Source: an optimization exercise on an open RTL-to-GDS flow (aim: small area, a short achievable clock period and few clock cycles). Production flows keep margins and buffers that such runs may drop. Power figures rest on the tool's default switching activity, not on a simulated workload.

==> nickel <==
==> flow/design.v (excerpt) <==
module pcmdf_dec (
    input  wire        clk,
    input  wire        rst,
    input  wire        start,
    input  wire [15:0] cfg_len,
    input  wire [15:0] cfg_fps,
    input  wire        cfg_fps_set,
    input  wire        cfg_extract,
    output reg         idle,
    input  wire        in_valid,
    output reg         in_ready,
    input  wire [31:0] in_data,
    output reg         out_valid,
    input  wire        out_ready,
    output reg  [1:0]  out_type,
    output wire [31:0] out_data,
    output reg  [2:0]  out_nbytes,
    output reg         out_tp,
    output reg  [63:0] out_ts,
    output reg  [15:0] out_hdr,
    output reg         out_ss,
    output wire [31:0] out_sync,
    output reg  [15:0] out_sfid,
    output reg  [15:0] out_plen,
    output wire [2:0]  out_status,
    output reg  [15:0] out_offset,
    output reg  [15:0] out_count,
    output reg  [31:0] out_mode_word
);
==> flow/config.mk <==
export PLATFORM = sky130hd
export DESIGN_NAME = pcmdf_dec
export DESIGN_NICKNAME = pcmdf_dec
export VERILOG_FILES = /design/flow/design.v
export SDC_FILE = /design/flow/constraint.sdc
export NUM_CORES = 4
export LEC_CHECK = 0
export CAP_MARGIN = 20
export CORE_MARGIN = 2
export CORE_UTILIZATION = 60
export CTS_BUF_LIST = sky130_fd_sc_hd__clkbuf_4
export PLACE_DENSITY = 0.75
export SETUP_SLACK_MARGIN = 4.8
export SLEW_MARGIN = 20
==> flow/constraint.sdc <==
create_clock -name core_clock -period 8.0 [get_ports {clk}]
set_input_delay 1.6000 -clock core_clock [delete_from_list [all_inputs] [get_ports {clk}]]
set_output_delay 1.6000 -clock core_clock [all_outputs]
set_load 0.01 [all_outputs]
standard.sh (not shown) runs the stock make flow with config.mk's settings and CLKGATE_MAP_FILE= SYNTH_SCRIPT=/design/flow/synth_recipe.tcl, a recipe that flattens the netlist after the stock synthesis.
==> flow/flow/run.sh <==
#!/bin/bash
# The standard layout (standard synthesis, floorplan, place, CTS, route),
# with the smallest buffer on each input and output port instead of the
# default port buffer cell. Each tool's output goes to its log here.
set -euo pipefail
export BUFFER_PORTS_ARGS="-buffer_cell sky130_fd_sc_hd__buf_1"
bash standard.sh synth > synth.log 2>&1
bash standard.sh finish > layout.log 2>&1
==> inputs of onyx, as changes to nickel <==
--- a/flow/design.v
+++ b/flow/design.v
@@ -42,12 +42,13 @@
     reg        lnz;         
     reg        lw;          
     reg        fit0;        
     reg        fit1;        
     reg [15:0] sh;          
     reg [15:0] hl;          
+    reg        hsf;         
     reg        rl0, rl1;    
     reg [3:0]  fi;          
     reg [15:0] hold;        
     reg        hv;          
     reg        df;          
     reg        tsh;         
@@ -77,13 +78,13 @@
     wire        p0  = x ? (fi >= 4'd8) : (fi >= 4'd5);
     wire        p1  = x ? (f1 >= 4'd8) : (f1 >= 4'd5);
     wire        start0 = (fi == 4'd0);
     wire        nofit0 = start0 && !fit0;
     wire        nofit1 = rlast0 && !fit1;
     wire        bad0   = start0 && xbad;
-    wire        par  = sh[0] ^ hl[0];             
+    wire        par  = sh[0] ^ hl[0] ^ hsf;       
     wire [15:0] E    = par ? h1 : h0;
     wire [15:0] O    = par ? h0 : h1;
     wire [3:0]  idxE = par ? fi1 : fi;
     wire [3:0]  idxO = par ? fi : fi1;
     wire        vE   = !(rlast0 && par);          
     wire        vO   = !(rlast0 && !par);
@@ -121,15 +122,16 @@
                            (short_ld || status == 2'd3) ? 16'd0 : out_count + 16'd1;
     wire        st_en    = short_ld || mode_go || (rec_go && ((bad0 && !nofit0) || ts_bad));
     wire [1:0]  st_d     = short_ld ? 2'd1 : mode_go ? ((w[20] || fpsv_l) ? 2'd0 : 2'd2) : 2'd3;
     wire        pos_en   = mode_go || rec_go;
     wire [3:0]  fi_d     = mode_go ? 4'd0 : rlast0 ? 4'd1 : rlast1 ? 4'd0 :
                            (fi >= 4'd6) ? 4'd8 : fi + 4'd2;
-    wire [15:0] hl_d     = (mode_go || rlast1) ? sh : rlast0 ? sh - 16'd1 : hl - 16'd2;
-    wire        rl0_d    = !mode_go && !rlast0 && !rlast1 && (hl == 16'd3);
-    wire        rl1_d    = !mode_go && !rlast0 && !rlast1 && (hl == 16'd4);
+    wire [15:0] hl_d     = (mode_go || rlast0 || rlast1) ? sh : hl - 16'd2;
+    wire        hsf_d    = mode_go ? 1'b0 : rlast0 ? 1'b1 : rlast1 ? 1'b0 : hsf;
+    wire        rl0_d    = !mode_go && !rlast0 && !rlast1 && (hl == (hsf ? 16'd4 : 16'd3));
+    wire        rl1_d    = !mode_go && !rlast0 && !rlast1 && (hl == (hsf ? 16'd5 : 16'd4));
     wire [2:0]  nb_rec   = hv ? (!p0 ? (odd ? 3'd1 : 3'd2) : (rlast0 && odd) ? 3'd3 : 3'd4)
                               : (rlast0 ? (odd ? 3'd1 : 3'd2) : ((rlast1 && odd) ? 3'd3 : 3'd4));
     wire [17:0] fit_b  = {2'b00, lrem} - {1'b0, sh, 1'b0};
     wire        fit_hi = (fit_b[16:3] != 14'd0);
     wire        fit0_d = !fit_b[17] && (fit_hi || fit_b[2:0] >= (odd ? 3'd3 : 3'd4));
     wire        fit1_d = !fit_b[17] && (fit_hi || fit_b[2:0] >= (odd ? 3'd5 : 3'd6));
@@ -203,12 +205,13 @@
                 dsync[31:16] <= d_hi;
             if (d_lo_en)
                 dsync[15:0] <= d_lo;
             if (pos_en) begin
                 fi  <= fi_d;
                 hl  <= hl_d;
+                hsf <= hsf_d;
                 rl0 <= rl0_d;
                 rl1 <= rl1_d;
             end
             if (rec_go && (tsh || (idxE == 4'd0 && vE)))
                 out_ts[15:0] <= tsh ? hold : E;
             if (rec_go && idxO == 4'd1 && vO) out_ts[31:16] <= O;
Settings changed: CTS_BUF_LIST sky130_fd_sc_hd__clkbuf_4 to sky130_fd_sc_hd__clkbuf_4 sky130_fd_sc_hd__clkbuf_8, SETUP_SLACK_MARGIN 4.8 to 5, TNS_END_PERCENT from default to 10.
==> inputs of fjord, as changes to nickel <==
Settings changed: CORE_UTILIZATION 60 to 50, CTS_BUF_LIST sky130_fd_sc_hd__clkbuf_4 to sky130_fd_sc_hd__clkbuf_4 sky130_fd_sc_hd__clkbuf_8, PLACE_DENSITY 0.75 to 0.7.
==> inputs of quartz, as changes to nickel <==
--- a/flow/design.v
+++ b/flow/design.v
@@ -42,12 +42,13 @@
     reg        lnz;         
     reg        lw;          
     reg        fit0;        
     reg        fit1;        
     reg [15:0] sh;          
     reg [15:0] hl;          
+    reg        hsf;         
     reg        rl0, rl1;    
     reg [3:0]  fi;          
     reg [15:0] hold;        
     reg        hv;          
     reg        df;          
     reg        tsh;         
@@ -77,13 +78,13 @@
     wire        p0  = x ? (fi >= 4'd8) : (fi >= 4'd5);
     wire        p1  = x ? (f1 >= 4'd8) : (f1 >= 4'd5);
     wire        start0 = (fi == 4'd0);
     wire        nofit0 = start0 && !fit0;
     wire        nofit1 = rlast0 && !fit1;
     wire        bad0   = start0 && xbad;
-    wire        par  = sh[0] ^ hl[0];             
+    wire        par  = sh[0] ^ hl[0] ^ hsf;       
     wire [15:0] E    = par ? h1 : h0;
     wire [15:0] O    = par ? h0 : h1;
     wire [3:0]  idxE = par ? fi1 : fi;
     wire [3:0]  idxO = par ? fi : fi1;
     wire        vE   = !(rlast0 && par);          
     wire        vO   = !(rlast0 && !par);
@@ -121,15 +122,16 @@
                            (short_ld || status == 2'd3) ? 16'd0 : out_count + 16'd1;
     wire        st_en    = short_ld || mode_go || (rec_go && ((bad0 && !nofit0) || ts_bad));
     wire [1:0]  st_d     = short_ld ? 2'd1 : mode_go ? ((w[20] || fpsv_l) ? 2'd0 : 2'd2) : 2'd3;
     wire        pos_en   = mode_go || rec_go;
     wire [3:0]  fi_d     = mode_go ? 4'd0 : rlast0 ? 4'd1 : rlast1 ? 4'd0 :
                            (fi >= 4'd6) ? 4'd8 : fi + 4'd2;
-    wire [15:0] hl_d     = (mode_go || rlast1) ? sh : rlast0 ? sh - 16'd1 : hl - 16'd2;
-    wire        rl0_d    = !mode_go && !rlast0 && !rlast1 && (hl == 16'd3);
-    wire        rl1_d    = !mode_go && !rlast0 && !rlast1 && (hl == 16'd4);
+    wire [15:0] hl_d     = (mode_go || rlast0 || rlast1) ? sh : hl - 16'd2;
+    wire        hsf_d    = mode_go ? 1'b0 : rlast0 ? 1'b1 : rlast1 ? 1'b0 : hsf;
+    wire        rl0_d    = !mode_go && !rlast0 && !rlast1 && (hl == (hsf ? 16'd4 : 16'd3));
+    wire        rl1_d    = !mode_go && !rlast0 && !rlast1 && (hl == (hsf ? 16'd5 : 16'd4));
     wire [2:0]  nb_rec   = hv ? (!p0 ? (odd ? 3'd1 : 3'd2) : (rlast0 && odd) ? 3'd3 : 3'd4)
                               : (rlast0 ? (odd ? 3'd1 : 3'd2) : ((rlast1 && odd) ? 3'd3 : 3'd4));
     wire [17:0] fit_b  = {2'b00, lrem} - {1'b0, sh, 1'b0};
     wire        fit_hi = (fit_b[16:3] != 14'd0);
     wire        fit0_d = !fit_b[17] && (fit_hi || fit_b[2:0] >= (odd ? 3'd3 : 3'd4));
     wire        fit1_d = !fit_b[17] && (fit_hi || fit_b[2:0] >= (odd ? 3'd5 : 3'd6));
@@ -203,12 +205,13 @@
                 dsync[31:16] <= d_hi;
             if (d_lo_en)
                 dsync[15:0] <= d_lo;
             if (pos_en) begin
                 fi  <= fi_d;
                 hl  <= hl_d;
+                hsf <= hsf_d;
                 rl0 <= rl0_d;
                 rl1 <= rl1_d;
             end
             if (rec_go && (tsh || (idxE == 4'd0 && vE)))
                 out_ts[15:0] <= tsh ? hold : E;
             if (rec_go && idxO == 4'd1 && vO) out_ts[31:16] <= O;
Settings changed: CTS_BUF_LIST sky130_fd_sc_hd__clkbuf_4 to sky130_fd_sc_hd__clkbuf_4 sky130_fd_sc_hd__clkbuf_8, SETUP_SLACK_MARGIN 4.8 to 5, TNS_END_PERCENT from default to 0.
==> qor summary <==
quantity	onyx	fjord	quartz	nickel
Run status	complete, no violations	complete, no violations	complete, no violations	complete, no violations
DRT iter0 DRCs	1740	1441	1544	1887
Routed met1 length	19.2 mm	20.1 mm	18.7 mm	19.3 mm
Measured slew at the worst slew-check pin	890 ps	875 ps	948 ps	1070 ps
Fin crit share	0.409	0.395	0.403	0.400
Via density per instance	6.11	5.97	5.99	6.12
Total core area	28500 um^2	35400 um^2	28500 um^2	29500 um^2
Multi-input logic portion of the cell area	0.331	0.348	0.328	0.350
Well-Tap Cells	384	461	384	390
Cell count after synthesis	1497	1612	1497	1612
Portion of total power attributed to the clock network	0.346	0.344	0.354	0.340
Combinational fraction of design power	0.157	0.151	0.147	0.152
Setup slack after layout	4720 ps	4840 ps	4780 ps	4800 ps
Function was not checked in any run of this note: the RTL went through the layout flow alone.

## port drivers added, routing unchanged
The results above use ideal ports. As a check the final layouts listed here were re-extracted and re-timed, cells and wires unchanged.
Step 1 sets driving cells, clkbuf_16 on the clock port and buf_2 on the other inputs (assumed; they add their load-dependent delay and slew).
Step 2 times the ports against the registers' clock, not the clock port: input delays grow and output delays shrink by t, the midpoint of the rising clock arrivals with the driver on.
a / b / c = ideal ports / drivers / drivers and shift; a / b = the first two.
| run | t, ns | setup WS [ns] | worst register clock-pin slew, ns | worst data-port slew with drivers (ns) | pins driven straight from the clock port |
|---|---|---|---|---|---|
| nickel | 0.782 | 4.802 / 4.793 / 4.011 | 0.08 / 0.08 | 0.09 | 1 |
| onyx | 0.617 | 4.724 / 4.722 / 4.105 | 0.07 / 0.07 | 0.07 | 1 |
| fjord | 0.676 | 4.843 / 4.831 / 4.155 | 0.07 / 0.07 | 0.08 | 1 |
| quartz | 0.620 | 4.779 / 4.772 / 4.152 | 0.07 / 0.07 | 0.07 | 1 |
After both steps every run listed still meets setup and hold. The setup slack of nickel, which loses most, moves by -0.009 ns with the drivers and by -0.791 ns with both steps.
